This is an optimization exercise on Yosys and OpenROAD, whose aim is small area, a short achievable clock period and few clock cycles per item, not a production implementation. At most, simulation tests tie the RTL to the original design; equivalence was not proved. Only the layout flow was run in run 1; the RTL was not checked for function there.

### flow/flow/run.sh
#!/bin/bash
# The standard layout (standard.sh: ORFS synthesis through finish), with two changes
# to how the layout is made; the clock, I/O delays and loads are unchanged:
#  - the timing repair steps aim for a large setup slack, so they work towards a short
#    achieved period instead of stopping once the 40 ns clock is met;
#  - every input and output port still gets its own buffer, but a plain buf_1 rather than
#    the delay cell buffer_ports picks by default.
# The make output goes to standard.log; ORFS's per-step logs stay under orfs/logs.
set -euo pipefail
export SETUP_SLACK_MARGIN=31
export BUFFER_PORTS_ARGS="-buffer_cell sky130_fd_sc_hd__buf_1"
bash standard.sh > standard.log 2>&1
### flow/standard.sh
#!/bin/bash
# synth_recipe.tcl (not shown) runs the flow's synth.tcl, then flattens the netlist and writes it again
# the make line also repeats each setting of config.mk as NAME=value (left out here)
make -C /OpenROAD-flow-scripts/flow DESIGN_CONFIG=/design/flow/config.mk WORK_HOME=/design/flow/orfs CLKGATE_MAP_FILE= SYNTH_SCRIPT=/design/flow/synth_recipe.tcl "${@:-finish}"
### flow/config.mk
export PLATFORM = sky130hd
export DESIGN_NAME = cxu_hexw
export DESIGN_NICKNAME = cxu_hexw
export VERILOG_FILES = /design/flow/design.v
export SDC_FILE = /design/flow/constraint.sdc
export NUM_CORES = 4
export LEC_CHECK = 0
export ABC_AREA = 1
export CAP_MARGIN = 20
export CORE_MARGIN = 2
export CORE_UTILIZATION = 55
export SLEW_MARGIN = 20
export TNS_END_PERCENT = 0
### flow/constraint.sdc
create_clock -name core_clock -period 40.0 [get_ports {clk}]
set_input_delay 8.0000 -clock core_clock [delete_from_list [all_inputs] [get_ports {clk}]]
set_output_delay 8.0000 -clock core_clock [all_outputs]
set_load 0.01 [all_outputs]
### flow/design.v
module cxu_hexw (
    input  wire         clk,
    input  wire         rst,         
    input  wire         cmd_valid,
    output wire         cmd_ready,
    input  wire [1:0]   layout,      
    input  wire [127:0] x,           
    input  wire         pv,          
    input  wire [31:0]  prec,        
    input  wire [63:0]  first,
    input  wire [63:0]  last,
    output reg          mem_we,
    output wire [63:0]  mem_addr,
    output wire [7:0]   mem_wdata,
    input  wire         mem_ack,
    output reg          done,
    output wire [3:0]   status,
    output wire [63:0]  cursor
);
    localparam [1:0] S_IDLE = 2'd0;
    localparam [1:0] S_MEAS = 2'd1;      
    localparam [1:0] S_RND  = 2'd2;      
    localparam [1:0] S_EMIT = 2'd3;
    localparam [2:0] P_SIGN  = 3'd0;
    localparam [2:0] P_LEAD  = 3'd1;
    localparam [2:0] P_DOT   = 3'd2;
    localparam [2:0] P_FRAC  = 3'd3;
    localparam [2:0] P_P     = 3'd4;
    localparam [2:0] P_ESIGN = 3'd5;
    localparam [2:0] P_EXP   = 3'd6;
    function ge_k14;
        input [13:0] a;
        input [13:0] k;
        integer i;
        reg r;
        begin
            r = 1'b1;
            for (i = 0; i < 14; i = i + 1)
                r = k[i] ? (a[i] & r) : (a[i] | r);
            ge_k14 = r;
        end
    endfunction
    function ge_k15;
        input [14:0] a;
        input [14:0] k;
        integer i;
        reg r;
        begin
            r = 1'b1;
            for (i = 0; i < 15; i = i + 1)
                r = k[i] ? (a[i] & r) : (a[i] | r);
            ge_k15 = r;
        end
    endfunction
    function lt5;
        input [4:0] a;
        input [4:0] b;
        integer i;
        reg r;
        begin
            r = 1'b0;
            for (i = 0; i < 5; i = i + 1)
                r = (~a[i] & b[i]) | (~(a[i] ^ b[i]) & r);
            lt5 = r;
        end
    endfunction
    function [3:0] a3;
        input [3:0] d;
        case (d)
            4'd5: a3 = 4'd8;
            4'd6: a3 = 4'd9;
            4'd7: a3 = 4'd10;
            4'd8: a3 = 4'd11;
            4'd9: a3 = 4'd12;
            4'd10, 4'd11, 4'd12, 4'd13, 4'd14, 4'd15: a3 = 4'bxxxx;
            default: a3 = d;
        endcase
    endfunction
    function [19:0] to_bcd;
        input [13:0] v;
        integer i;
        reg [19:0] b;
        begin
            b = 20'd0;
            for (i = 13; i >= 0; i = i - 1) begin
                b[3:0]   = a3(b[3:0]);
                b[7:4]   = a3(b[7:4]);
                b[11:8]  = a3(b[11:8]);
                b[15:12] = a3(b[15:12]);
                b = {b[18:0], v[i]};
            end
            to_bcd = b;
        end
    endfunction
    reg [1:0]   st;
    reg [2:0]   pc;
    reg [127:0] xq;
    reg [3:0]   lq;          
    reg         shq;         
    reg         rdyq;        
    reg         pvq;
    reg [31:0]  cq;          
    reg [63:0]  aq;          
    reg [63:0]  ad;          
    reg         zc;          
    reg [1:0]   stq;
    reg [4:0]   jq;          
    reg         zf;          
    reg [4:0]   tq;          
    reg         up;          
    reg         scan;        
    reg         rg;          
    reg         rupa;        
    reg [2:0]   kq;          
    reg [6:0]   wd;
    wire rdy = (st == S_IDLE);     
    assign cmd_ready = rdyq;
    assign mem_addr  = ad;
    assign cursor    = zc ? 64'd0 : ad;
    assign mem_wdata = {1'b0, wd};
    assign status    = {2'b00, stq};
    wire        sh = shq;
    wire        s  = (lq[0] & xq[31]) | (lq[1] & xq[63]) | (lq[2] & xq[79]) | (lq[3] & xq[127]);
    wire        jb = (lq[0] & (|xq[30:23])) | (lq[1] & (|xq[62:52])) | (lq[2] & xq[63]) |
                     (lq[3] & (|xq[126:112]));
    wire [14:0] ef = ({15{lq[0]}} & {7'd0, xq[30:23]}) | ({15{lq[1]}} & {4'd0, xq[62:52]}) |
                     ({15{lq[2]}} & xq[78:64]) | ({15{lq[3]}} & xq[126:112]);
    wire [4:0]  nn = ({5{lq[0]}} & 5'd6) | ({5{lq[1]}} & 5'd13) | ({5{lq[2]}} & 5'd16) | ({5{lq[3]}} & 5'd28);
    wire [27:0] vmask = {{12{lq[3]}}, {3{lq[3] | lq[2]}}, lq[3] | lq[2] | lq[1],
                         {6{~lq[0]}}, 6'h3F};    
    wire [14:0] em    = {ef[14:1], ef[0] | (ef == 15'd0)};
    wire        etop  = (lq[0] & em[7]) | (lq[1] & em[10]) | ((lq[2] | lq[3]) & em[14]);
    wire [13:0] lmask = {{4{lq[2] | lq[3]}}, {3{~lq[0]}}, 7'h7F};
    wire [13:0] elow  = em[13:0] & lmask;
    reg  [13:0] ae;
    reg         ecy;
    integer     k;
    always @(*) begin
        for (k = 0; k < 14; k = k + 1) begin
            ecy   = &(elow | ~((14'd1 << k) - 14'd1));     
            ae[k] = etop ? (elow[k] ^ ecy) : (~elow[k] & lmask[k]);
        end
    end
    wire        eneg = !etop && (ae != 14'd0);
    wire [19:0] bcd = to_bcd(ae);
    wire        ge10 = ge_k14(ae, 14'd10);
    wire        ge100 = ge_k14(ae, 14'd100);
    wire        ge1000 = ge_k14(ae, 14'd1000);
    wire        ge10000 = ge_k14(ae, 14'd10000);
    wire [2:0]  nd = ge10000 ? 3'd5 : ge1000 ? 3'd4 : ge100 ? 3'd3 : ge10 ? 3'd2 : 3'd1;
    reg  [3:0]  edig;
    always @(*) begin
        case (kq)
            3'd0: edig = bcd[3:0];
            3'd1: edig = bcd[7:4];
            3'd2: edig = bcd[11:8];
            3'd3: edig = bcd[15:12];
            default: edig = bcd[19:16];
        endcase
    end
    wire [112:0] xe = {xq[111:0], 1'b0};     
    reg  [27:0]  mnz;
    always @(*) begin
        for (k = 0; k < 28; k = k + 1) begin
            if (k < 16) begin
                mnz[k] = (|xq[4*k+2 -: 3]) | (sh ? xe[4*k] : xq[4*k+3]);
            end else begin
                mnz[k] = |xq[4*k+3 -: 4];
            end
        end
    end
    wire [28:0] nzv = {1'b1, (mnz & vmask) | ~vmask};
    reg  [4:0]  tz;
    always @(*) begin
        tz = 5'd28;
        for (k = 27; k >= 0; k = k - 1)
            if (nzv[k]) tz = k[4:0];
    end
    wire        plo  = (cq[31:5] == 27'd0);
    wire        lt   = pvq && plo && lt5(cq[4:0], nn);
    wire [4:0]  dd   = nn - cq[4:0];         
    wire [4:0]  nf0  = nn - tz;
    wire [4:0]  tzm1 = tz - 5'd1;
    wire        nfnz = pvq ? (cq != 32'd0) : (tz != nn);
    wire [5:0]  sm0  = (nfnz ? {1'b0, nf0} + 6'd1 : 6'd0) + {5'd0, s} + 6'd3 + {3'd0, nd};
    wire [3:0]  sm1  = {3'd0, nfnz} + {3'd0, s} + 4'd3 + {1'd0, nd};
    wire [4:0]  len1l = {1'b0, cq[3:0]} + {1'b0, sm1};
    reg  [28:0] cqhi1;
    reg         cqc;
    always @(*) begin
        cqc = 1'b1;
        for (k = 4; k < 32; k = k + 1) begin
            cqhi1[k-4] = cq[k] ^ cqc;
            cqc        = cqc & cq[k];
        end
        cqhi1[28] = cqc;
    end
    wire [33:0] len1 = {len1l[4] ? cqhi1 : {1'b0, cq[31:4]}, len1l[3:0]};
    wire [5:0]  sm1p = cq[5:0] + {2'd0, sm1};      
    wire        pshort = (cq[31:6] == 26'd0) && !cq[5] && !lt;
    wire [33:0] len  = (st == S_RND) ? len1 : {28'd0, pvq ? sm1p : sm0};
    reg  [63:0] fs, fk, fg, fp;
    reg  [7:0]  bg, bp;
    reg         fcy;
    integer     b;
    always @(*) begin
        for (k = 0; k < 64; k = k + 1) begin
            if (k < 34) begin
                fs[k] = ad[k] ^ len[k] ^ ~aq[k];
                fk[k] = (ad[k] & len[k]) | ((ad[k] | len[k]) & ~aq[k]);
            end else begin
                fs[k] = ad[k] ^ ~aq[k];
                fk[k] = ad[k] & ~aq[k];
            end
        end
        for (k = 0; k < 64; k = k + 1) begin
            fg[k] = fs[k] & ((k == 0) ? 1'b0 : fk[k-1]);
            fp[k] = fs[k] | ((k == 0) ? 1'b0 : fk[k-1]);
        end
        for (b = 0; b < 8; b = b + 1) begin
            bg[b] = 1'b0;
            bp[b] = 1'b1;
            for (k = 8*b; k < 8*b + 8; k = k + 1) begin
                bg[b] = fg[k] | (fp[k] & bg[b]);
                bp[b] = bp[b] & fp[k];
            end
        end
        fcy = 1'b0;
        for (b = 0; b < 8; b = b + 1)
            fcy = bg[b] | (bp[b] & fcy);
        fcy = fcy | fk[63];
    end
    wire        fit   = !fcy;
    wire [4:0]  ridx = (st == S_MEAS) ? dd - 5'd1 : jq;
    reg  [4:0]  win;
    always @(*) begin
        win = 5'd0;
        for (k = 0; k < 28; k = k + 1)
            if (ridx == k) win = xe[4*k +: 5];
    end
    wire [3:0]  qn = sh ? win[3:0] : win[4:1];
    wire upc  = rupa || (rg && ((dd == nn) ? jb : qn[0]));
    wire upv  = scan ? up : (lt && upc);
    wire jtop = (jq == nn);                  
    wire jlst = (jq == nn - 5'd1);
    wire qf   = &qn;
    wire rcy  = upv && (jtop || (qf && jlst));      
    wire rmore = upv && !jtop && qf && !jlst;       
    wire cl   = (st == S_RND)  ? rcy :
                (st == S_EMIT) && up && tq == 5'd31;
    wire [1:0] lead = {1'b0, jb} + {1'b0, cl};
    wire       jlt = lt5(jq, tq);
    wire [3:0] qn1 = {qn[3] ^ (&qn[2:0]), qn[2] ^ (&qn[1:0]), qn[1] ^ qn[0], ~qn[0]};
    wire [3:0] fdig = zf ? 4'd0 :
                      (up && jlt) ? 4'd0 :
                      (up && jq == tq) ? qn1 : qn;
    function [6:0] hexd;
        input [3:0] v;
        hexd = (v[3] & (v[2] | v[1])) ? {3'b110, 1'b0, v[2:0] - 3'd1} : {3'b011, v};
    endfunction
    wire       fmore = pvq ? (cq != 32'd0) : (jq != tzm1);
    wire [6:0] byte0 = s ? 7'h2D : hexd({2'b00, lead});
    reg [63:0] anext;
    reg [31:0] cdec;
    reg        acy, cbw;
    always @(*) begin
        acy = 1'b1;
        for (k = 0; k < 32; k = k + 1) begin
            anext[k] = ad[k] ^ acy;
            acy      = acy & ad[k];
        end
        acy = &ad[31:0];
        for (k = 32; k < 64; k = k + 1) begin
            anext[k] = ad[k] ^ acy;
            acy      = acy & ad[k];
        end
        cbw = 1'b1;
        for (k = 0; k < 32; k = k + 1) begin
            cdec[k] = cq[k] ^ cbw;
            cbw     = cbw & ~cq[k];
        end
    end
    always @(posedge clk) begin
        if (rdy) begin
            xq  <= x;
            lq  <= {layout == 2'd3, layout == 2'd2, layout == 2'd1, layout == 2'd0};
            shq <= ~layout[0];
            pvq <= pv;
            aq  <= last;
        end
        if (rdy)
            cq <= prec;
        else if (st == S_EMIT && mem_ack && (pc == P_DOT || pc == P_FRAC) && fmore)
            cq <= cdec;
        if (rst) begin
            st     <= S_IDLE;
            rdyq   <= 1'b1;
            mem_we <= 1'b0;
            done   <= 1'b0;
            stq    <= 2'd0;
            zc     <= 1'b1;
        end else begin
            done <= 1'b0;
            case (st)
                S_IDLE: begin
                    if (cmd_valid && rdyq) begin
                        ad <= first;
                        zc     <= 1'b0;
                        rdyq   <= 1'b0;
                        st     <= S_MEAS;
                    end
                end
                S_MEAS: begin
                    zf   <= 1'b0;
                    up   <= 1'b0;
                    tq   <= 5'd31;
                    kq   <= nd - 3'd1;
                    rg   <= qn[3];
                    rupa <= qn[3] && ((qn[2:0] != 3'd0) || lt5(tz, ridx));
                    scan <= 1'b0;
                    if (pvq && !pshort) begin
                        jq <= dd;
                        st <= S_RND;
                    end else if (!fit) begin
                        stq    <= 2'd2;
                        ad     <= aq;
                        done   <= 1'b1;
                        rdyq   <= 1'b1;
                        st     <= S_IDLE;
                    end else begin
                        jq     <= nn - 5'd1;
                        mem_we <= 1'b1;
                        wd     <= byte0;
                        pc     <= s ? P_SIGN : P_LEAD;
                        st     <= S_EMIT;
                    end
                end
                S_RND: begin
                    up     <= upv;
                    scan   <= 1'b1;
                    tq     <= rcy ? 5'd31 : jq;
                    jq     <= rmore ? jq + 5'd1 : nn - 5'd1;
                    if (!fit && !scan) begin
                        stq    <= 2'd2;
                        ad     <= aq;
                        done   <= 1'b1;
                        rdyq   <= 1'b1;
                        st     <= S_IDLE;
                    end else if (!rmore) begin
                        mem_we <= 1'b1;
                        wd     <= byte0;
                        pc     <= s ? P_SIGN : P_LEAD;
                        st     <= S_EMIT;
                    end
                end
                default: begin   
                    if (mem_ack) begin
                        ad <= anext;
                        case (pc)
                            P_SIGN: begin
                                pc <= P_LEAD;
                                wd <= hexd({2'b00, lead});
                            end
                            P_LEAD: begin
                                if (pvq ? (cq != 32'd0) : (tz != nn)) begin
                                    pc <= P_DOT;
                                    wd <= 7'h2E;
                                end else begin
                                    pc <= P_P;
                                    wd <= 7'h70;
                                end
                            end
                            P_DOT, P_FRAC: begin
                                if (fmore) begin
                                    pc <= P_FRAC;
                                    wd <= hexd(fdig);
                                    jq <= jq - 5'd1;
                                    if (jq == 5'd0) zf <= 1'b1;
                                end else begin
                                    pc <= P_P;
                                    wd <= 7'h70;
                                end
                            end
                            P_P: begin
                                pc <= P_ESIGN;
                                wd <= eneg ? 7'h2D : 7'h2B;
                            end
                            default: begin   
                                if (pc == P_EXP && kq == 3'd7) begin
                                    mem_we <= 1'b0;
                                    done   <= 1'b1;
                                    stq    <= 2'd1;
                                    rdyq   <= 1'b1;
                                    st     <= S_IDLE;
                                end else begin
                                    pc <= P_EXP;
                                    wd <= {3'b011, edig};
                                    kq <= kq - 3'd1;
                                end
                            end
                        endcase
                    end
                end
            endcase
        end
    end
endmodule
==> run notes, run 1 <==
Filler cells 3834; cell type contributing the most total cell area after synthesis sky130_fd_sc_hd__edfxtp_1; vias in the first global route 22085; fraction of the yosys area taken by sequential cells 0.402; cell types with the largest area share after synthesis sky130_fd_sc_hd__edfxtp_1 40%, sky130_fd_sc_hd__ha_1 11%, sky130_fd_sc_hd__nand2_1 11%; area share of the leading cell type in the synthesized netlist 0.395; Congestion Overflow GR 0; number of failing setup endpoints in the final timing report 0; top-level I/O count 438; area used by sequential logic in the layout 0.00980 mm^2; die boundary width 215 um; global-route wire length before repair 116000 um; number of search-and-repair iterations in the first detailed-routing pass 6; initial core utilization 0.554; clock latency reported for the late side of the worst-skew pair 0.56 ns; critical path start-end classification register to output port; crit end category output port; setup slack of the worst register-to-register path 31.00 ns; number of sinks on the clock net 329; final worst path period need 9.37 ns; CTS H-tree lvls 2; clock slew seen by the registers of the worst setup and hold paths 0.06 ns; count of unresolved DRC violations after routing 0; root buf cell sky130_fd_sc_hd__clkbuf_16; top_reg_cell synth sky130_fd_sc_hd__edfxtp_1; critical hold path startpoint stq[0]$_SDFFE_PP0P_; Final Hold Vio Count 0; top achievable clock speed 0.107 GHz; reg-to-reg critical path startpoint shq$_DFFE_PP_; RD Place Congestion 0.973; post-detailed-route count of antenna-violating nets 0; final worst-path cycle share 0.234; Final Net Count 4027; clock tree from TritonCTS done; cell row count 77; capture endpoint of the worst hold path stq[0]$_SDFFE_PP0P_; CTS hold repair buffers 0; Worst Reg-to-Reg Cells 52; setup repair after global routing missed its margin yes; highest net fanout along the worst path 3; summed instance area of the synthesized netlist 0.0244 mm^2; cell depth of the worst hold path 2; Final Skew 0.0172 ns; synthesized area per cell 8.08 um^2; pin slew with the least headroom to its limit 1.30 ns; total number of vias 23170; area enclosed by the die boundary 0.0460 mm^2; relative max-transition margin 0.135; data arrival time at the worst-slack endpoint 1.37 ns; Layout Area Growth over Synthesis 18.5%; maximum number of pins on one net before global-route repair 220; commonest cells in the netlist 693 x sky130_fd_sc_hd__nand2_1, 400 x sky130_fd_sc_hd__inv_1, 348 x sky130_fd_sc_hd__nor2_1, 321 x sky130_fd_sc_hd__edfxtp_1, 226 x sky130_fd_sc_hd__a21oi_1; worst hold slack across all endpoints 0.445 ns; core outline area 0.0440 mm^2; distinct cell type count of the synthesized netlist 66; number of antenna violations at the first check in global routing 1; Detailed Route WL 74700 um; routed length per instance 18.2 um; global routing usage summed across all routing layers 0.315; layout cell share with drive strength beyond 1 0.103; via-per-instance ratio 5.64; maximum count of clock buffers along a single path 3; height of the chip 215 um; multi-input gate area in the final layout 0.0130 mm^2; accumulated negative setup slack 0 ns; max-cap viol count 0; count of synthesis-stage warnings from yosys 1; dominant cell by count in the synthesized netlist sky130_fd_sc_hd__nand2_1; worst endpoint required time 32.00 ns; post-detail-place hpwl 56200 um; fraction of registers with async set or reset after synthesis 0; Reg2Reg Capture Point ad[42]$_DFFE_PP_; quantity of I/O buffers inserted on ports 433; Min-Delay Path Class register to register; number of buffers created by CTS 38; number of synthesized flops with an enable pin 321; Yosys reg bits 329; Max Transition Viols Final 0; post-synthesis cell count 3016; Iteration-0 DRC Markers 2128; crit start category register; run status no timing/DRC/antenna violations
## logic make-up after synthesis
logic type                 after synthesis  share of synthesized area
DFF                                    329                      0.402
adders and majority gates              248                      0.138
other                                    2                   0.000308
buffers and inverters                  507                     0.0804
and+or+nand+nor                       1382                      0.245
muxes                                    1                   0.000411
AOI/OAI and AO/OA                      507                      0.119
xor gates and xnor gates                40                     0.0144
## routing by layer
layer  GRT usage  part of all wire  vias to the layer above
met3      0.0431             0.082                      155
met5           0                 0                        -
met4       0.102             0.030                        0
met1       0.432              0.43                    10805
met2       0.519              0.46                     1057
li1            -                 -                    11153
## how the worst max path moves through the flow
| stage | cells past startpoint | end | start | slack (ns) |
|---|---|---|---|---|
| global placement | 65 | ad[21]$_DFFE_PP_ | lq[3]$_DFFE_PP_ | 29.54 |
| finish | 3 | cursor[17] | ad[17]$_DFFE_PP_ | 30.63 |
| floorplan | 4 | ad[0]$_DFFE_PP_ | rst | 29.76 |
| global route | 65 | ad[42]$_DFFE_PP_ | xq[102]$_DFFE_PP_ | 30.41 |
| detailed placement | 65 | ad[20]$_DFFE_PP_ | lq[3]$_DFFE_PP_ | 29.29 |
| CTS | 3 | cursor[55] | zc$_SDFFE_PP1P_ | 30.63 |
## final cells by class
type | instances | area share
Inverter | 426 | 0.0562
Timing Repair Buffer | 509 | 0.0862
Clock buffer | 48 | 0.0350
Tap cell | 592 | 0.0256
Clock inverter | 19 | 0.00775
Sequential cell | 329 | 0.339
Multi-Input combinational cell | 2182 | 0.450
Antenna cell | 3 | 0.000260
## stage by stage
step,utilization,area (um^2),cells,setup slack [ns]
after floorplan,-,24400,3018,29.76
after global placement,0.603,26600,3977,29.54
after detailed placement,0.604,26600,3977,29.29
after CTS,0.644,28300,4070,30.63
after global routing,0.656,28900,4106,30.41
final,0.656,28900,4108,30.63
## worst max-delay path, cell delays in order (launching register included)
cell and delay, ns:
sky130_fd_sc_hd__edfxtp_1 0.43, sky130_fd_sc_hd__inv_1 0.19, sky130_fd_sc_hd__nor2_1 0.07, sky130_fd_sc_hd__buf_2 0.14
## flip-flops by register name, indices dropped and copies added (netlist names), 3 cells and up
signal  count
ad         64
pc          3
xq        128
kq          3
wd          6
lq          4
aq         64
jq          5
tq          5
cq         32
## cell usage in the layout (no fill, tap or decap), types with 9 or more instances in the layout
cell type / instances
sky130_fd_sc_hd__a21oi_1: 223
sky130_fd_sc_hd__a31oi_1: 14
sky130_fd_sc_hd__buf_1: 371
sky130_fd_sc_hd__buf_2: 62
sky130_fd_sc_hd__buf_4: 59
sky130_fd_sc_hd__clkbuf_1: 9
sky130_fd_sc_hd__clkbuf_16: 42
sky130_fd_sc_hd__clkinv_1: 12
sky130_fd_sc_hd__edfxtp_1: 321
sky130_fd_sc_hd__fa_1: 35
sky130_fd_sc_hd__ha_1: 203
sky130_fd_sc_hd__inv_1: 376
sky130_fd_sc_hd__inv_2: 39
sky130_fd_sc_hd__nand2_1: 685
sky130_fd_sc_hd__nand2_2: 23
sky130_fd_sc_hd__nand3_1: 129
sky130_fd_sc_hd__nand3_2: 13
sky130_fd_sc_hd__nand3b_1: 10
sky130_fd_sc_hd__nand4_1: 61
sky130_fd_sc_hd__nor2_1: 337
sky130_fd_sc_hd__nor2_2: 13
sky130_fd_sc_hd__nor3_1: 29
sky130_fd_sc_hd__nor4_1: 30
sky130_fd_sc_hd__o211ai_1: 24
sky130_fd_sc_hd__o21ai_0: 117
sky130_fd_sc_hd__o21ai_1: 29
sky130_fd_sc_hd__o221ai_1: 9
sky130_fd_sc_hd__o22ai_1: 12
sky130_fd_sc_hd__or2_2: 12
sky130_fd_sc_hd__xnor2_1: 13
sky130_fd_sc_hd__xor2_1: 25
## repair_timing
| action | 4_1_cts | 5_1_grt |
|---|---|---|
| gates resized for setup | 115 | 68 |
| setup endpoints to repair | 224 | 226 |
| pin swaps | 2 | 38 |
| setup buffers | 23 | 31 |
| endpoints found under the hold margin | 0 | 0 |
| gates cloned | 3 | 4 |
==> inputs of run 2 (changes only) <==
--- a/flow/design.v
+++ b/flow/design.v
@@ -103,5 +103,4 @@
     reg [63:0]  aq;          
     reg [63:0]  ad;          
-    reg         zc;          
     reg [1:0]   stq;
     reg [4:0]   jq;          
@@ -117,5 +116,5 @@
     assign cmd_ready = rdyq;
     assign mem_addr  = ad;
-    assign cursor    = zc ? 64'd0 : ad;
+    assign cursor    = ad;
     assign mem_wdata = {1'b0, wd};
     assign status    = {2'b00, stq};
@@ -299,5 +298,5 @@
             done   <= 1'b0;
             stq    <= 2'd0;
-            zc     <= 1'b1;
+            ad     <= 64'd0;
         end else begin
             done <= 1'b0;
@@ -306,5 +305,4 @@
                     if (cmd_valid && rdyq) begin
                         ad <= first;
-                        zc     <= 1'b0;
                         rdyq   <= 1'b0;
                         st     <= S_MEAS;
--- a/flow/flow/run.sh
+++ b/flow/flow/run.sh
@@ -8,5 +8,5 @@
 # The make output goes to standard.log; ORFS's per-step logs stay under orfs/logs.
 set -euo pipefail
-export SETUP_SLACK_MARGIN=31
+export SETUP_SLACK_MARGIN=32
 export BUFFER_PORTS_ARGS="-buffer_cell sky130_fd_sc_hd__buf_1"
 bash standard.sh > standard.log 2>&1
==> run notes, run 2 <==
stage delay of the slowest cell on the critical path 0.35 ns (-0.08 ns); number of buffers created by CTS 38 (unchanged); Iteration-0 DRC Markers 2062 (-3.1%); CTS H-tree lvls 2 (unchanged); leading cell type in the layout, fill and taps excluded sky130_fd_sc_hd__nand2_1; total number of vias 23502 (+1.4%); relative max-transition margin 0.288 (+0.152); Detailed Route WL 78100 um (+4.5%); number of failing setup endpoints in the final timing report 0 (unchanged); count of unresolved DRC violations after routing 0 (unchanged); area share of the leading cell type in the synthesized netlist 0.314 (-0.0810); top achievable clock speed 0.110 GHz (+3.3%); top-level I/O count 438 (unchanged); number of sinks on the clock net 328 (-0.30%); number of antenna violations at the first check in global routing 2 (+1); Congestion Overflow GR 0 (unchanged); Top delay family on crit path flip-flops; top_reg_cell synth sky130_fd_sc_hd__edfxtp_1; clock tree from TritonCTS done; final worst path period need 9.07 ns (-0.300 ns); maximum number of pins on one net before global-route repair 112 (-49%); setup repair after global routing missed its margin yes; Largest register FFs 128 (unchanged); post-route non-filler standard cell count 4101 (-0.17%); max-cap viol count 0 (unchanged); clock latency reported for the late side of the worst-skew pair 0.56 ns (about the same); crit end category output port; data arrival time at the worst-slack endpoint 1.07 ns (-0.30 ns); post-synthesis cell count 3062 (+1.5%); final design utilization 0.664 (+0.00787); synthesized area per cell 8.02 um^2 (-0.83%); quantity of I/O buffers inserted on ports 433 (unchanged); leading cell types in the layout, fill and taps excluded 721 x sky130_fd_sc_hd__nand2_1, 333 x sky130_fd_sc_hd__inv_1, 308 x sky130_fd_sc_hd__buf_1; Slowest cell on crit path sky130_fd_sc_hd__dfxtp_1; Final Net Count 4016 (-0.27%); Yosys reg bits 328 (-0.30%); Final Skew 0.0177 ns (+0.000525 ns); critical path buffer and inverter count 1 (-1); final worst setup slack 30.93 ns (+0.300 ns); highest net fanout along the worst path 2 (-1); global routing usage summed across all routing layers 0.327 (+0.0118); summed instance area of the synthesized netlist 0.0245 mm^2 (+0.68%); clock slew seen by the registers of the worst setup and hold paths 0.06 ns (about the same); layout cell share with drive strength beyond 1 0.163 (+0.0596); cell type contributing the most total cell area after synthesis sky130_fd_sc_hd__edfxtp_1; Layout Area Growth over Synthesis 19.3%; number of search-and-repair iterations in the first detailed-routing pass 8 (+2); crit start category register; Min-Delay Path Class register to register; fraction of the yosys area taken by sequential cells 0.372 (-0.0296); Final Hold Vio Count 0 (unchanged); accumulated negative setup slack 0 ns (unchanged); post-detailed-route count of antenna-violating nets 0 (unchanged); number of synthesized flops with an enable pin 257 (-20%); register with the most flip-flops xq; post-place setup slack 28.72 ns (-0.568 ns); core outline area 0.0441 mm^2 (+0.22%); commonest cells in the netlist 738 x sky130_fd_sc_hd__nand2_1, 344 x sky130_fd_sc_hd__inv_1, 257 x sky130_fd_sc_hd__edfxtp_1, 219 x sky130_fd_sc_hd__o21ai_0, 210 x sky130_fd_sc_hd__nor2_1; registers with the most flip-flops xq x128, ad x64, aq x64; number of placed instances, taps included 3943 (-0.85%); fraction of registers with async set or reset after synthesis 0 (unchanged); pin slew with the least headroom to its limit 1.07 ns (-0.229 ns); final worst-path cycle share 0.227 (-0.00750); maximum count of clock buffers along a single path 3 (unchanged); global-route wire length before repair 121000 um (+3.9%); worst endpoint required time 32.00 ns (about the same); dominant cell by count in the synthesized netlist sky130_fd_sc_hd__nand2_1; count of synthesis-stage warnings from yosys 1 (unchanged); RD Place Congestion 0.972 (about the same); CTS hold repair buffers 0 (unchanged); routed length per instance 19.0 um (+4.7%); run status no timing/DRC/antenna violations; post-detail-place hpwl 56000 um (-0.34%); cell types with the largest area share after synthesis sky130_fd_sc_hd__edfxtp_1 31%, sky130_fd_sc_hd__nand2_1 11%, sky130_fd_sc_hd__ha_1 11%; distinct cell type count of the synthesized netlist 70 (+6.1%); cell row count 77 (unchanged); height of the chip 215 um (+0.33%); via-per-instance ratio 5.73 (+1.6%); Max Transition Viols Final 0 (unchanged); critical path start-end classification register to output port; initial core utilization 0.556 (+0.00256); die boundary width 215 um (+0.33%); area enclosed by the die boundary 0.0463 mm^2 (+0.67%); critical path, cell by cell buf_1; root buf cell sky130_fd_sc_hd__clkbuf_16; vias in the first global route 22751 (+3.0%)
run 2: metrics by stage:
step | hold WS (ns) | instance area, um^2
floorplan | 0.483 | 24600
global placement | 0.452 | 26200
detailed placement | 0.466 | 26200
global route | 0.495 | 29300
CTS | 0.476 | 28900
finish | 0.480 | 29300
run 2: layout make-up:
type | count | area [um^2]
Antenna cell | 5 | 12.5
Clock buffer | 48 | 1040
Clock inverter | 21 | 225
Fill cell | 3835 | 14800
Inverter | 383 | 1500
Multi-Input combinational cell | 2192 | 13500
Sequential cell | 328 | 9320
Tap cell | 592 | 741
Timing Repair Buffer | 532 | 2950
run 2: per-layer routing:
layer  track usage  wire length, um  share of wire
met4         0.101             2220          0.028
met1         0.447            33300           0.43
met2         0.534            36000           0.46
met3        0.0536             6600          0.085
met5             0                0              0
run 2: final timing paths:
check,to,startpoint,slack [ns],cells after the start
setup / recovery,mem_we,mem_we$_SDFFE_PP0P_,30.93,1
hold / removal,stq[1]$_SDFFE_PP0P_,stq[1]$_SDFFE_PP0P_,0.48,2
setup reg to reg,ad[7]$_SDFFE_PP0P_,lq[3]$_DFFE_PP_,31.04,69
hold reg to reg,stq[1]$_SDFFE_PP0P_,stq[1]$_SDFFE_PP0P_,0.48,2
run 2: what timing repair did:
item	CTS	global route
cloned	10	1
setup buffers	57	15
pin swaps	26	42
hold endpoints to repair	0	0
resized for setup	334	48
endpoints found under the setup margin	282	307
run 2: cells by family after synthesis:
group	count (synthesis)	share of synthesized area
adder cells (fa/ha/maj)	247	0.137
other	2	0.000306
XOR/XNOR	43	0.0153
buffers and inverters	544	0.0948
AO/OA/AOI/OAI	570	0.140
flip-flops	328	0.372
AND/OR/NAND/NOR	1328	0.240
Testbench counts of run 2, summed over its fixed seeds: cycles 54,901, items 3,200.
==> inputs of run 3 (changes only) <==
--- a/flow/flow/run.sh
+++ b/flow/flow/run.sh
@@ -8,5 +8,5 @@
 # The make output goes to standard.log; ORFS's per-step logs stay under orfs/logs.
 set -euo pipefail
-export SETUP_SLACK_MARGIN=32
+export SETUP_SLACK_MARGIN=31
 export BUFFER_PORTS_ARGS="-buffer_cell sky130_fd_sc_hd__buf_1"
 bash standard.sh > standard.log 2>&1
--- a/flow/config.mk
+++ b/flow/config.mk
@@ -9,5 +9,5 @@
 export CAP_MARGIN = 20
 export CORE_MARGIN = 2
-export CORE_UTILIZATION = 55
+export CORE_UTILIZATION = 65
 export SLEW_MARGIN = 20
 export TNS_END_PERCENT = 0
==> run notes, run 3 <==
clock slew seen by the registers of the worst setup and hold paths 0.06 ns (about the same); accumulated negative setup slack 0 ns (unchanged); Detailed Route WL 79200 um (+1.3%); top achievable clock speed 0.109 GHz (-0.90%); initial core utilization 0.656 (+0.100); total number of vias 24409 (+3.9%); root buf cell sky130_fd_sc_hd__clkbuf_16; number of buffers created by CTS 37 (-2.6%); Top delay family on crit path flip-flops; leading cell type in the layout, fill and taps excluded sky130_fd_sc_hd__nand2_1; maximum count of clock buffers along a single path 3 (unchanged); Yosys reg bits 328 (unchanged); final worst-path cycle share 0.229 (+0.00207); cell type contributing the most total cell area after synthesis sky130_fd_sc_hd__edfxtp_1; area share of the leading cell type in the synthesized netlist 0.314 (unchanged); cell row count 71 (-7.8%); Largest register FFs 128 (unchanged); post-detail-place hpwl 55400 um (-0.97%); Final Skew 0.0225 ns (+0.00480 ns); CTS H-tree lvls 2 (unchanged); final worst path period need 9.16 ns (+0.0827 ns); vias in the first global route 22987 (+1.0%); commonest cells in the netlist 738 x sky130_fd_sc_hd__nand2_1, 344 x sky130_fd_sc_hd__inv_1, 257 x sky130_fd_sc_hd__edfxtp_1, 219 x sky130_fd_sc_hd__o21ai_0, 210 x sky130_fd_sc_hd__nor2_1; RD Place Congestion 1.01 (+4.2%); clock latency reported for the late side of the worst-skew pair 0.57 ns (about the same); summed instance area of the synthesized netlist 0.0245 mm^2 (unchanged); cell types with the largest area share after synthesis sky130_fd_sc_hd__edfxtp_1 31%, sky130_fd_sc_hd__nand2_1 11%, sky130_fd_sc_hd__ha_1 11%; die boundary width 198 um (-7.9%); via-per-instance ratio 6.13 (+7.0%); core outline area 0.0374 mm^2 (-15%); crit start category register; leading cell types in the layout, fill and taps excluded 721 x sky130_fd_sc_hd__nand2_1, 410 x sky130_fd_sc_hd__buf_1, 335 x sky130_fd_sc_hd__inv_1; highest net fanout along the worst path 5 (+3); area fraction in and, or, nand and nor cells after synthesis 0.240 (unchanged); critical path, cell by cell buf_1; number of synthesized flops with an enable pin 257 (unchanged); count of unresolved DRC violations after routing 0 (unchanged); top-level I/O count 438 (unchanged); global routing usage summed across all routing layers 0.388 (+0.0603); Iteration-0 DRC Markers 2900 (+41%); worst endpoint required time 32.00 ns (about the same); Slowest cell on crit path sky130_fd_sc_hd__dfxtp_2; Synth Area in XOR/XNOR 0.0153 (unchanged); maximum number of pins on one net before global-route repair 103 (-8.0%); post-detailed-route count of antenna-violating nets 0 (unchanged); run status no timing/DRC/antenna violations; number of antenna violations at the first check in global routing 3 (+1); compound-cell area share of the yosys netlist 0.140 (unchanged); number of failing setup endpoints in the final timing report 0 (unchanged); clock tree from TritonCTS done; height of the chip 198 um (-7.9%); critical path start-end classification register to output port; Min-Delay Path Class register to register; registers with the most flip-flops xq x128, ad x64, aq x64; post-synthesis cell count 3062 (unchanged); number of search-and-repair iterations in the first detailed-routing pass 8 (unchanged); distinct cell type count of the synthesized netlist 70 (unchanged); number of sinks on the clock net 328 (unchanged); synthesized area per cell 8.02 um^2 (unchanged); data arrival time at the worst-slack endpoint 1.16 ns (+0.09 ns); routed length per instance 19.9 um (+4.4%); area enclosed by the die boundary 0.0393 mm^2 (-15%); Congestion Overflow GR 0 (unchanged); setup repair after global routing missed its margin yes; dominant cell by count in the synthesized netlist sky130_fd_sc_hd__nand2_1; top_reg_cell synth sky130_fd_sc_hd__edfxtp_1; crit end category output port; dominant combinational cell family by area after synthesis simple AND/OR/NAND/NOR gates; layout cell share with drive strength beyond 1 0.121 (-0.0418); max-cap viol count 0 (unchanged); Filler cells 2684 (-30%); fraction of the yosys area taken by sequential cells 0.372 (unchanged); stage delay of the slowest cell on the critical path 0.38 ns (+0.03 ns); layer carrying the most global-route usage met2; count of synthesis-stage warnings from yosys 1 (unchanged); critical path buffer and inverter count 1 (unchanged); relative max-transition margin 0.279 (-0.00853); pin slew with the least headroom to its limit 1.08 ns (+0.0128 ns); CTS hold repair buffers 0 (unchanged); met3 capacity usage during global routing 0.0804 (+0.0268); Max Transition Viols Final 0 (unchanged); Final Hold Vio Count 0 (unchanged); final design utilization 0.766 (+0.102); global-route wire length before repair 120000 um (-0.74%); share of cell area taken by muxes after synthesis 0 (unchanged); Final Net Count 3981 (-0.87%); fraction of registers with async set or reset after synthesis 0 (unchanged); grt met1 use 0.511 (+0.0637); quantity of I/O buffers inserted on ports 433 (unchanged); register with the most flip-flops xq; fraction of the mapped netlist area in adder cells 0.137 (unchanged); Layout Area Growth over Synthesis 16.8%; met2 track demand over resource in global routing 0.622 (+0.0882)
-- run 3: cell count changes in the layout (fill, tap and decap cells not counted), sizes merged --
cell      before  now
inv          377  379
diode          5    4
clkinv        20   13
clkinvlp       2    3
clkbuf        49   51
bufinv         5    6
buf          529  493
-- run 3: cell families (layout without fill, tap and decap cells) --
kind of cell	Yosys count	count (layout)
other cells	2	8
flops	328	328
simple gates	1328	1328
fa+ha+maj	247	247
buf+inv	544	947
xor+xnor	43	43
compound gates	570	570
-- run 3: path summary, 6_finish.rpt --
| kind | start | endpoint | slack [ns] | cells after the start |
|---|---|---|---|---|
| max | ad[39]$_SDFFE_PP0P_ | mem_addr[39] | 30.84 | 1 |
| min reg2reg | stq[1]$_SDFFE_PP0P_ | stq[1]$_SDFFE_PP0P_ | 0.47 | 2 |
| min | stq[1]$_SDFFE_PP0P_ | stq[1]$_SDFFE_PP0P_ | 0.47 | 2 |
| max reg2reg | lq[0]$_DFFE_PP_ | wd[0]$_DFFE_PP_ | 30.89 | 41 |
-- run 3: metal layers --
metal  vias up  part of all wire
met1     11243              0.38
met3       307              0.12
li1      11194                 -
met5         -                 0
met2      1665              0.45
met4         0             0.045
-- run 3: timing repair --
item | CTS | global route
buffers inserted | 26 | 14
pin swaps | 38 | 29
endpoints found under the setup margin | 224 | 229
endpoints found under the hold margin | 0 | 0
cloned | 9 | 3
resized for setup | 181 | 42
-- run 3: final cells by class --
class / instances / area, um^2 / area share
diodes: 4 / 10.0 / 0.000349
clock buffers: 48 / 1060 / 0.0371
clock inverters: 18 / 251 / 0.00877
inverters: 383 / 1460 / 0.0508
multi-input cells: 2192 / 13500 / 0.472
flip-flops and latches: 328 / 9240 / 0.323
well taps: 511 / 639 / 0.0223
repair buffers: 498 / 2480 / 0.0864
-- run 3: worst reg2reg max path: cells and delay by family, from the launching register on --
family | cells | cell delay (ns)
AO/OA/AOI/OAI | 10 | 2.13
flip-flops | 1 | 0.36
XOR/XNOR | 2 | 0.67
buffers and inverters | 6 | 1.19
adder cells (fa/ha/maj) | 3 | 1.04
AND/OR/NAND/NOR | 20 | 3.49
-- run 3: stage by stage --
stage                     hold slack [ns]  cell area (um^2)  std cells  setup slack [ns]
final                               0.471             28700       3982             30.84
after global routing                0.507             28700       3980             30.46
after CTS                           0.468             28300       3961             30.86
after detailed placement            0.459             26100       3860             28.69
after global placement              0.448             26100       3860             29.21
after floorplan                     0.483             24600       3064             30.83
==> inputs of run 4 (changes only) <==
--- a/flow/config.mk
+++ b/flow/config.mk
@@ -9,5 +9,6 @@
 export CAP_MARGIN = 20
 export CORE_MARGIN = 2
-export CORE_UTILIZATION = 65
+export CORE_UTILIZATION = 55
+export CTS_BUF_LIST = sky130_fd_sc_hd__clkbuf_4
 export SLEW_MARGIN = 20
 export TNS_END_PERCENT = 0
==> run notes, run 4 <==
stage delay of the slowest cell on the critical path 0.38 ns (about the same); cell types with the largest area share after synthesis sky130_fd_sc_hd__edfxtp_1 31%, sky130_fd_sc_hd__nand2_1 11%, sky130_fd_sc_hd__ha_1 11%; commonest cells in the netlist 738 x sky130_fd_sc_hd__nand2_1, 344 x sky130_fd_sc_hd__inv_1, 257 x sky130_fd_sc_hd__edfxtp_1, 219 x sky130_fd_sc_hd__o21ai_0, 210 x sky130_fd_sc_hd__nor2_1; critical path, cell by cell buf_2; Final Net Count 4056 (+1.9%); top_reg_cell synth sky130_fd_sc_hd__edfxtp_1; clock latency reported for the late side of the worst-skew pair 0.85 ns (+0.28 ns); Iteration-0 DRC Markers 2191 (-24%); count of unresolved DRC violations after routing 0 (unchanged); vias in the first global route 22827 (-0.70%); number of buffers created by CTS 89 (+140%); launch point of the worst path ad[39]$_SDFFE_PP0P_; reg-to-reg critical path startpoint lq[0]$_DFFE_PP_; critical path buffer and inverter count 1 (unchanged); clock tree from TritonCTS done; top achievable clock speed 0.107 GHz (-2.3%); highest net fanout along the worst path 5 (unchanged); leading cell types in the layout, fill and taps excluded 726 x sky130_fd_sc_hd__nand2_1, 334 x sky130_fd_sc_hd__inv_1, 314 x sky130_fd_sc_hd__buf_1; quantity of I/O buffers inserted on ports 433 (unchanged); Detailed Route WL 78500 um (-0.78%); clock slew seen by the registers of the worst setup and hold paths 0.07 ns (about the same); post-place setup slack 28.80 ns (+0.103 ns); Final Skew 0.0573 ns (+0.0348 ns); Layout Area Growth over Synthesis 17.7%; maximum count of clock buffers along a single path 3 (unchanged); area share of the leading cell type in the synthesized netlist 0.314 (unchanged); RD Place Congestion 1.05 (+3.9%); post-route non-filler standard cell count 4184 (+5.1%); die boundary width 215 um (+8.5%); via-per-instance ratio 5.69 (-7.2%); number of failing setup endpoints in the final timing report 0 (unchanged); critical path start-end classification register to output port; crit start category register; register with the most flip-flops xq; setup repair after global routing missed its margin yes; summed instance area of the synthesized netlist 0.0245 mm^2 (unchanged); global routing usage summed across all routing layers 0.323 (-0.0644); synthesized area per cell 8.02 um^2 (unchanged); fraction of the yosys area taken by sequential cells 0.372 (unchanged); root buf cell sky130_fd_sc_hd__clkbuf_4; distinct cell type count of the synthesized netlist 70 (unchanged); Min-Delay Path Class register to register; critical hold path startpoint stq[1]$_SDFFE_PP0P_; CTS H-tree lvls 3 (+1); global-route wire length before repair 119000 um (-0.31%); crit end category output port; Max Transition Viols Final 0 (unchanged); height of the chip 215 um (+8.5%); routed length per instance 18.8 um (-5.6%); fraction of registers with async set or reset after synthesis 0 (unchanged); relative max-transition margin 0.282 (+0.00307); Slowest cell on crit path sky130_fd_sc_hd__dfxtp_2; core outline area 0.0441 mm^2 (+18%); number of placed instances, taps included 3941 (+2.1%); area enclosed by the die boundary 0.0463 mm^2 (+18%); total number of vias 23797 (-2.5%); pin slew with the least headroom to its limit 1.08 ns (-0.00460 ns); Yosys reg bits 328 (unchanged); final worst-path cycle share 0.234 (+0.00529); summed area of non-filler cells in the final layout 0.0289 mm^2 (+0.85%); post-detail-place hpwl 56200 um (+1.4%); final worst setup slack 30.63 ns (-0.212 ns); run status no timing/DRC/antenna violations; placed standard-cell area 0.0262 mm^2 (+0.44%); Congestion Overflow GR 0 (unchanged); post-synthesis cell count 3062 (unchanged); initial core utilization 0.556 (-0.100); worst hold slack across all endpoints 0.469 ns (-0.00238 ns); leading cell type in the layout, fill and taps excluded sky130_fd_sc_hd__nand2_1; Largest register FFs 128 (unchanged); top-level I/O count 438 (unchanged); maximum number of pins on one net before global-route repair 203 (+97%); accumulated negative setup slack 0 ns (unchanged); post-detailed-route count of antenna-violating nets 0 (unchanged); Top delay family on crit path flip-flops; dominant cell by count in the synthesized netlist sky130_fd_sc_hd__nand2_1; layout cell share with drive strength beyond 1 0.170 (+0.0490); number of synthesized flops with an enable pin 257 (unchanged); number of sinks on the clock net 328 (unchanged); cell row count 77 (+8.5%); CTS hold repair buffers 0 (unchanged); registers with the most flip-flops xq x128, ad x64, aq x64; Final Hold Vio Count 0 (unchanged); data arrival time at the worst-slack endpoint 1.37 ns (+0.21 ns); number of search-and-repair iterations in the first detailed-routing pass 6 (-2); worst endpoint required time 32.00 ns (about the same); cell type contributing the most total cell area after synthesis sky130_fd_sc_hd__edfxtp_1; count of synthesis-stage warnings from yosys 1 (unchanged); max-cap viol count 0 (unchanged); final worst path period need 9.37 ns (+0.212 ns); number of antenna violations at the first check in global routing 8 (+5)
==> run 4: cell counts after synthesis <==
No cell type changed its count.
==> run 4: tightest hold or removal path: stages (launching register included) <==
cell and delay (ns):
sky130_fd_sc_hd__dfxtp_1 0.31, sky130_fd_sc_hd__nand2_1 0.06, sky130_fd_sc_hd__a21oi_1 0.05
==> run 4: timing repair <==
item	in CTS	in global routing
pin swaps	7	42
cloned	2	11
endpoints found under the setup margin	224	226
gates resized for setup	278	53
buffers inserted	46	16
==> run 4: through the flow <==
stage	utilization
floorplan	-
global placement	0.593
detailed placement	0.593
CTS	0.643
global route	0.655
finish	0.655
==> run 4: final cells by class <==
| cell class | count | area [um^2] |
|---|---|---|
| clock buffers | 131 | 983 |
| inverters | 383 | 1450 |
| multi-input cells | 2192 | 13400 |
| repair buffers | 521 | 2820 |
| diodes | 7 | 17.5 |
| well taps | 592 | 741 |
| flip-flops and latches | 328 | 9320 |
| clock inverters | 30 | 205 |
| fillers | 3944 | 15200 |
==> run 4: layer usage <==
layer  global-route usage  part of all wire  up-vias
met5                    0                 0        -
met4                0.130             0.030        0
met3               0.0669             0.092      180
met2                0.514              0.45     1125
met1                0.432              0.43    11099
li1                     -                 -    11393
==> run 4: path summary, 6_finish.rpt <==
path,slack (ns),cells after the start,endpoint
max,30.63,1,cursor[39]
min,0.47,2,stq[1]$_SDFFE_PP0P_
max reg2reg,30.81,49,pc[1]$_SDFFCE_PN0P_
min reg2reg,0.47,2,stq[1]$_SDFFE_PP0P_
==> run 4: logic make-up (layout without fill, tap and decap cells) <==
group,Yosys count,count (layout),synth area share
adders and majority gates,247,247,0.137
other,2,11,0.000306
buffers and inverters,544,1065,0.0948
AOI/OAI and AO/OA,570,570,0.140
DFF,328,328,0.372
xor gates and xnor gates,43,43,0.0153
and+or+nand+nor,1328,1328,0.240
==> inputs of run 5 (changes only) <==
--- a/flow/config.mk
+++ b/flow/config.mk
@@ -10,5 +10,5 @@
 export CORE_MARGIN = 2
 export CORE_UTILIZATION = 55
-export CTS_BUF_LIST = sky130_fd_sc_hd__clkbuf_4
+export CTS_BUF_LIST = sky130_fd_sc_hd__clkbuf_8
 export SLEW_MARGIN = 20
 export TNS_END_PERCENT = 0
==> run notes, run 5 <==
Max Transition Viols Final 0 (unchanged); Final Skew 0.0367 ns (-0.0206 ns); run status no timing/DRC/antenna violations; Final Net Count 4019 (-0.91%); Worst Reg-to-Reg Cells 52 (+6.1%); relative max-transition margin 0.295 (+0.0126); post-detail-place hpwl 56200 um (unchanged); Final Hold Vio Count 0 (unchanged); Detailed Route WL 77400 um (-1.5%); worst endpoint required time 32.00 ns (about the same); setup repair after global routing missed its margin yes; fraction of the mapped netlist area in adder cells 0.137 (unchanged); crit start category register; registers with the most flip-flops xq x128, ad x64, aq x64; clock slew seen by the registers of the worst setup and hold paths 0.06 ns (about the same); post-route non-filler standard cell count 4121 (-1.5%); critical path start-end classification register to output port; clock tree from TritonCTS done; stage delay of the slowest cell on the critical path 0.37 ns (about the same); dominant combinational cell family by area after synthesis simple AND/OR/NAND/NOR gates; fraction of the yosys area taken by sequential cells 0.372 (unchanged); share of cell area taken by muxes after synthesis 0 (unchanged); final worst path period need 9.18 ns (-0.184 ns); distinct cell type count of the synthesized netlist 70 (unchanged); highest net fanout along the worst path 5 (unchanged); top achievable clock speed 0.109 GHz (+2.0%); height of the chip 215 um (unchanged); launch point of the worst path ad[33]$_SDFFE_PP0P_; Top delay family on crit path flip-flops; Iteration-0 DRC Markers 2182 (-0.41%); worst setup path endpoint mem_addr[33]; CTS H-tree lvls 2 (-1); routed length per instance 18.8 um (about the same); Congestion Overflow GR 0 (unchanged); register with the most flip-flops xq; fraction of registers with async set or reset after synthesis 0 (unchanged); final worst-path cycle share 0.230 (-0.00460); Synth Area in XOR/XNOR 0.0153 (unchanged); critical path, cell by cell buf_2; number of synthesized flops with an enable pin 257 (unchanged); Filler cells 3908 (-0.91%); number of antenna violations at the first check in global routing 3 (-5); count of unresolved DRC violations after routing 0 (unchanged); Layout Area Growth over Synthesis 17.6%; number of placed instances, taps included 3941 (unchanged); compound-cell area share of the yosys netlist 0.140 (unchanged); area fraction in and, or, nand and nor cells after synthesis 0.240 (unchanged); global-route wire length before repair 120000 um (+0.39%); core outline area 0.0441 mm^2 (unchanged); Reg2Reg Capture Point ad[11]$_SDFFE_PP0P_; number of failing setup endpoints in the final timing report 0 (unchanged); number of buffers created by CTS 58 (-35%); summed instance area of the synthesized netlist 0.0245 mm^2 (unchanged); synthesized area per cell 8.02 um^2 (unchanged); area enclosed by the die boundary 0.0463 mm^2 (unchanged); cell types with the largest area share after synthesis sky130_fd_sc_hd__edfxtp_1 31%, sky130_fd_sc_hd__nand2_1 11%, sky130_fd_sc_hd__ha_1 11%; setup slack of the worst register-to-register path 30.99 ns (+0.18 ns); critical path buffer and inverter count 1 (unchanged); maximum number of pins on one net before global-route repair 203 (unchanged); root buf cell sky130_fd_sc_hd__clkbuf_8; commonest cells in the netlist 738 x sky130_fd_sc_hd__nand2_1, 344 x sky130_fd_sc_hd__inv_1, 257 x sky130_fd_sc_hd__edfxtp_1, 219 x sky130_fd_sc_hd__o21ai_0, 210 x sky130_fd_sc_hd__nor2_1; leading cell types in the layout, fill and taps excluded 727 x sky130_fd_sc_hd__nand2_1, 351 x sky130_fd_sc_hd__inv_1, 308 x sky130_fd_sc_hd__buf_1; post-detailed-route count of antenna-violating nets 0 (unchanged); pin slew with the least headroom to its limit 1.06 ns (-0.0189 ns); data arrival time at the worst-slack endpoint 1.18 ns (-0.19 ns); quantity of I/O buffers inserted on ports 433 (unchanged); final design utilization 0.654 (-0.000709); maximum count of clock buffers along a single path 3 (unchanged); top_reg_cell synth sky130_fd_sc_hd__edfxtp_1; top-level I/O count 438 (unchanged); global routing usage summed across all routing layers 0.324 (+0.00125); number of cells on the critical path 1 (unchanged); max-cap viol count 0 (unchanged); clock latency reported for the late side of the worst-skew pair 0.66 ns (-0.19 ns); number of sinks on the clock net 328 (unchanged); accumulated negative setup slack 0 ns (unchanged); vias in the first global route 22535 (-1.3%); total number of vias 23506 (-1.2%); Min-Delay Path Class register to register; area used by sequential logic in the layout 0.00931 mm^2 (-0.13%); leading cell type in the layout, fill and taps excluded sky130_fd_sc_hd__nand2_1; cell type contributing the most total cell area after synthesis sky130_fd_sc_hd__edfxtp_1; area share of the leading cell type in the synthesized netlist 0.314 (unchanged); post-synthesis cell count 3062 (unchanged); initial core utilization 0.556 (unchanged); multi-input gate area in the final layout 0.0134 mm^2 (+0.19%); dominant cell by count in the synthesized netlist sky130_fd_sc_hd__nand2_1; die boundary width 215 um (unchanged); reg-to-reg critical path startpoint shq$_DFFE_PP_; cell row count 77 (unchanged); Largest register FFs 128 (unchanged); via-per-instance ratio 5.70 (+0.29%); count of synthesis-stage warnings from yosys 1 (unchanged); crit end category output port; number of search-and-repair iterations in the first detailed-routing pass 7 (+1); RD Place Congestion 1.05 (unchanged); Slowest cell on crit path sky130_fd_sc_hd__dfxtp_2; Yosys reg bits 328 (unchanged); layout cell share with drive strength beyond 1 0.159 (-0.0110)
-- run 5: cell counts after synthesis --
No cell type changed its count.
-- run 5: worst min path at each step --
stage                   startpoint                   to  slack [ns]  depth (start not counted)
4_1_cts        stq[1]$_SDFFE_PP0P_  stq[1]$_SDFFE_PP0P_        0.47                          2
2_1_floorplan  mem_we$_SDFFE_PP0P_  mem_we$_SDFFE_PP0P_        0.48                          2
3_5_place_dp   stq[1]$_SDFFE_PP0P_  stq[1]$_SDFFE_PP0P_        0.46                          2
5_1_grt        stq[1]$_SDFFE_PP0P_  stq[1]$_SDFFE_PP0P_        0.48                          2
3_3_place_gp   mem_we$_SDFFE_PP0P_  mem_we$_SDFFE_PP0P_        0.45                          2
6_report       stq[1]$_SDFFE_PP0P_  stq[1]$_SDFFE_PP0P_        0.47                          2
-- run 5: per-layer routing --
metal	global-route usage	vias up	wire length, um
met5	0	-	0
met4	0.109	0	2360
met3	0.0583	174	6840
met2	0.520	1041	35300
met1	0.444	11030	32900
li1	-	11261	-
-- run 5: cell families (layout without fill, tap and decap cells) --
logic type,after synthesis,count (layout)
DFF,328,328
other,2,7
xor gates and xnor gates,43,43
AOI/OAI and AO/OA,570,570
buffers and inverters,544,1006
and+or+nand+nor,1328,1328
adders and majority gates,247,247
-- run 5: stage by stage --
| stage | hold slack, ns | area, um^2 | worst slack (ns) |
|---|---|---|---|
| after CTS | 0.465 | 28600 | 30.79 |
| after floorplan | 0.483 | 24600 | 30.83 |
| after global routing | 0.476 | 28900 | 30.20 |
| after detailed placement | 0.457 | 26200 | 28.80 |
| final | 0.465 | 28900 | 30.82 |
| after global placement | 0.453 | 26200 | 29.16 |
-- run 5: repair_timing --
action	in CTS	in global routing
hold buffers	0	0
endpoints found under the setup margin	224	225
gates cloned	7	3
resized for setup	284	62
buffers inserted	47	12
pin swaps	17	37
-- run 5: layout make-up --
cell class / count / area share
antenna: 3 / 0.000260
sequential: 328 / 0.322
inverter: 383 / 0.0504
timing repair buffer: 515 / 0.0946
tap: 592 / 0.0257
clock inverter: 38 / 0.00975
clock buffer: 70 / 0.0334
multi-input combinational: 2192 / 0.464
-- run 5: worst reg2reg max path, delay by kind of cell, from the launching register on --
family	cells	cell delay, ns
and+or+nand+nor	20	1.99
adders and majority gates	7	2.41
buffers and inverters	13	1.61
DFF	1	0.67
xor gates and xnor gates	1	0.13
AOI/OAI and AO/OA	11	2.10
==> inputs of run 6 (changes only) <==
--- a/flow/config.mk
+++ b/flow/config.mk
@@ -10,5 +10,5 @@
 export CORE_MARGIN = 2
 export CORE_UTILIZATION = 55
-export CTS_BUF_LIST = sky130_fd_sc_hd__clkbuf_8
+export GPL_TIMING_DRIVEN = 1
 export SLEW_MARGIN = 20
 export TNS_END_PERCENT = 0
==> run notes, run 6 <==
highest net fanout along the worst path 5 (unchanged); worst endpoint required time 32.00 ns (about the same); max-cap viol count 0 (unchanged); Iteration-0 DRC Markers 2228 (+2.1%); final worst-path cycle share 0.227 (-0.00232); critical path, cell by cell buf_1; Detailed Route WL 77500 um (+0.17%); post-synthesis cell count 3062 (unchanged); number of placed instances, taps included 3941 (unchanged); summed area of non-filler cells in the final layout 0.0289 mm^2 (about the same); pin slew with the least headroom to its limit 1.05 ns (-0.00349 ns); launch point of the worst path ad[29]$_SDFFE_PP0P_; post-detailed-route count of antenna-violating nets 0 (unchanged); clock slew seen by the registers of the worst setup and hold paths 0.06 ns (about the same); via-per-instance ratio 5.72 (+0.25%); Max Transition Viols Final 0 (unchanged); number of search-and-repair iterations in the first detailed-routing pass 6 (-1); placed standard-cell area 0.0262 mm^2 (unchanged); number of buffers created by CTS 38 (-34%); vias in the first global route 22346 (-0.84%); top_reg_cell synth sky130_fd_sc_hd__edfxtp_1; accumulated negative setup slack 0 ns (unchanged); Slowest cell on crit path sky130_fd_sc_hd__dfxtp_2; global routing usage summed across all routing layers 0.323 (-0.00113); Final Net Count 3994 (-0.62%); registers with the most flip-flops xq x128, ad x64, aq x64; register with the most flip-flops xq; maximum number of pins on one net before global-route repair 203 (unchanged); maximum count of clock buffers along a single path 3 (unchanged); count of unresolved DRC violations after routing 0 (unchanged); data arrival time at the worst-slack endpoint 1.09 ns (-0.09 ns); critical path buffer and inverter count 1 (unchanged); area share of the leading cell type in the synthesized netlist 0.314 (unchanged); critical hold path startpoint stq[1]$_SDFFE_PP0P_; fraction of registers with async set or reset after synthesis 0 (unchanged); commonest cells in the netlist 738 x sky130_fd_sc_hd__nand2_1, 344 x sky130_fd_sc_hd__inv_1, 257 x sky130_fd_sc_hd__edfxtp_1, 219 x sky130_fd_sc_hd__o21ai_0, 210 x sky130_fd_sc_hd__nor2_1; reg-to-reg critical path startpoint lq[1]$_DFFE_PP_; total number of vias 23337 (-0.72%); initial core utilization 0.556 (unchanged); core outline area 0.0441 mm^2 (unchanged); distinct cell type count of the synthesized netlist 70 (unchanged); Layout Area Growth over Synthesis 17.6% (about the same); number of sinks on the clock net 328 (unchanged); routed length per instance 19.0 um (+1.2%); relative max-transition margin 0.297 (+0.00233); Yosys reg bits 328 (unchanged); crit start category register; area enclosed by the die boundary 0.0463 mm^2 (unchanged); clock latency reported for the late side of the worst-skew pair 0.57 ns (-0.09 ns); setup repair after global routing missed its margin yes; global-route wire length before repair 119000 um (-0.30%); synthesized area per cell 8.02 um^2 (unchanged); number of synthesized flops with an enable pin 257 (unchanged); stage delay of the slowest cell on the critical path 0.37 ns (about the same); top-level I/O count 438 (unchanged); RD Place Congestion 1.05 (unchanged); count of synthesis-stage warnings from yosys 1 (unchanged); Congestion Overflow GR 0 (unchanged); Final Skew 0.0252 ns (-0.0115 ns); cell type contributing the most total cell area after synthesis sky130_fd_sc_hd__edfxtp_1; Final Hold Vio Count 0 (unchanged); root buf cell sky130_fd_sc_hd__clkbuf_16; leading cell types in the layout, fill and taps excluded 727 x sky130_fd_sc_hd__nand2_1, 335 x sky130_fd_sc_hd__inv_1, 313 x sky130_fd_sc_hd__buf_1; die boundary width 215 um (unchanged); Min-Delay Path Class register to register; run status no timing/DRC/antenna violations; layout cell share with drive strength beyond 1 0.150 (-0.00895); clock tree from TritonCTS done; critical path start-end classification register to output port; summed instance area of the synthesized netlist 0.0245 mm^2 (unchanged); cell types with the largest area share after synthesis sky130_fd_sc_hd__edfxtp_1 31%, sky130_fd_sc_hd__nand2_1 11%, sky130_fd_sc_hd__ha_1 11%; quantity of I/O buffers inserted on ports 433 (unchanged); CTS H-tree lvls 2 (unchanged); height of the chip 215 um (unchanged); crit end category output port; number of antenna violations at the first check in global routing 6 (+3); final worst path period need 9.09 ns (-0.0930 ns); post-detail-place hpwl 56200 um (unchanged); top achievable clock speed 0.110 GHz (+1.0%); CTS hold repair buffers 0 (unchanged); number of failing setup endpoints in the final timing report 0 (unchanged); cell row count 77 (unchanged); post-route non-filler standard cell count 4081 (-0.97%); Largest register FFs 128 (unchanged); leading cell type in the layout, fill and taps excluded sky130_fd_sc_hd__nand2_1; Top delay family on crit path flip-flops; dominant cell by count in the synthesized netlist sky130_fd_sc_hd__nand2_1; worst hold slack across all endpoints 0.468 ns (+0.00271 ns); fraction of the yosys area taken by sequential cells 0.372 (unchanged)
[run 6: cell counts after synthesis]
Identical to the previous run, type by type.
[run 6: final timing paths]
check	end	slack [ns]	cells past startpoint
hold / removal	stq[1]$_SDFFE_PP0P_	0.47	2
setup reg to reg	ad[31]$_SDFFE_PP0P_	30.92	55
hold reg to reg	stq[1]$_SDFFE_PP0P_	0.47	2
setup / recovery	cursor[29]	30.91	1
[run 6: kinds of logic (layout without fill, tap and decap cells)]
logic type               Yosys count  after routing  synth area share
XOR/XNOR                          43             43            0.0153
buffers and inverters            544            963            0.0948
AO/OA/AOI/OAI                    570            570             0.140
adder cells (fa/ha/maj)          247            247             0.137
flip-flops                       328            328             0.372
other                              2             10          0.000306
AND/OR/NAND/NOR                 1328           1328             0.240
[run 6: tightest hold or removal path, stage by stage (launching register included)]
cell and delay (ns):
sky130_fd_sc_hd__dfxtp_1 0.31, sky130_fd_sc_hd__nand2_1 0.06, sky130_fd_sc_hd__a21oi_1 0.05
[run 6: metal layers]
layer / wire length [um] / vias to the layer above / share of wire / track usage
met5: 13 / - / 0.00017 / 0
met4: 2330 / 2 / 0.030 / 0.102
met3: 6640 / 168 / 0.086 / 0.0541
met2: 35300 / 987 / 0.46 / 0.524
met1: 33300 / 10969 / 0.43 / 0.443
li1: - / 11211 / - / -
[run 6: area by class of cell]
| type | instances | area [um^2] |
|---|---|---|
| Multi-Input combinational cell | 2192 | 13400 |
| Tap cell | 592 | 741 |
| Fill cell | 3891 | 15300 |
| Antenna cell | 6 | 15.0 |
| Timing Repair Buffer | 510 | 2750 |
| Clock inverter | 23 | 163 |
| Inverter | 383 | 1470 |
| Clock buffer | 47 | 1030 |
| Sequential cell | 328 | 9300 |
[run 6: per-stage QoR]
| step | worst slack (ns) | util |
|---|---|---|
| final | 30.91 | 0.654 |
| after global routing | 30.22 | 0.654 |
| after CTS | 30.91 | 0.645 |
| after detailed placement | 28.80 | 0.593 |
| after global placement | 29.16 | 0.593 |
| after floorplan | 30.83 | - |
[run 6: timing repair]
item,4_1_cts,5_1_grt
pin swaps,21,44
setup endpoints to repair,224,225
buffers inserted,40,11
cloned,7,6
gates resized for setup,282,55

## port drivers added, routing unchanged
No port has a modelled driver above. Below, the same layouts with a new extraction and two added sets of constraints. Step 1 sets driving cells, clkbuf_16 on the clock port and buf_2 on the other inputs (assumed; they add their load-dependent delay and slew). Step 2 times the ports against the registers' clock, not the clock port: input delays grow and output delays shrink by t, the midpoint of the rising clock arrivals with the driver on. Slacks: ideal ports / drivers / drivers and shift; pairs: ideal ports / drivers.
run | shift t [ns] | setup WS [ns] | latest minus earliest clock arrival (ns)
run 1 | 0.609 | 30.626 / 30.563 / 30.313 | 0.017 / 0.018
run 2 | 0.610 | 30.926 / 30.865 / 30.528 | 0.018 / 0.018
run 3 | 0.611 | 30.843 / 30.786 / 30.348 | 0.022 / 0.022
run 4 | 0.875 | 30.631 / 30.573 / 30.362 | 0.058 / 0.057
run 5 | 0.701 | 30.816 / 30.759 / 30.441 | 0.037 / 0.036
run 6 | 0.613 | 30.909 / 30.850 / 30.465 | 0.025 / 0.025
After both steps setup and hold are still met in every run listed. The setup slack of run 3, which loses most, moves by -0.057 ns with the drivers and by -0.495 ns with both steps.
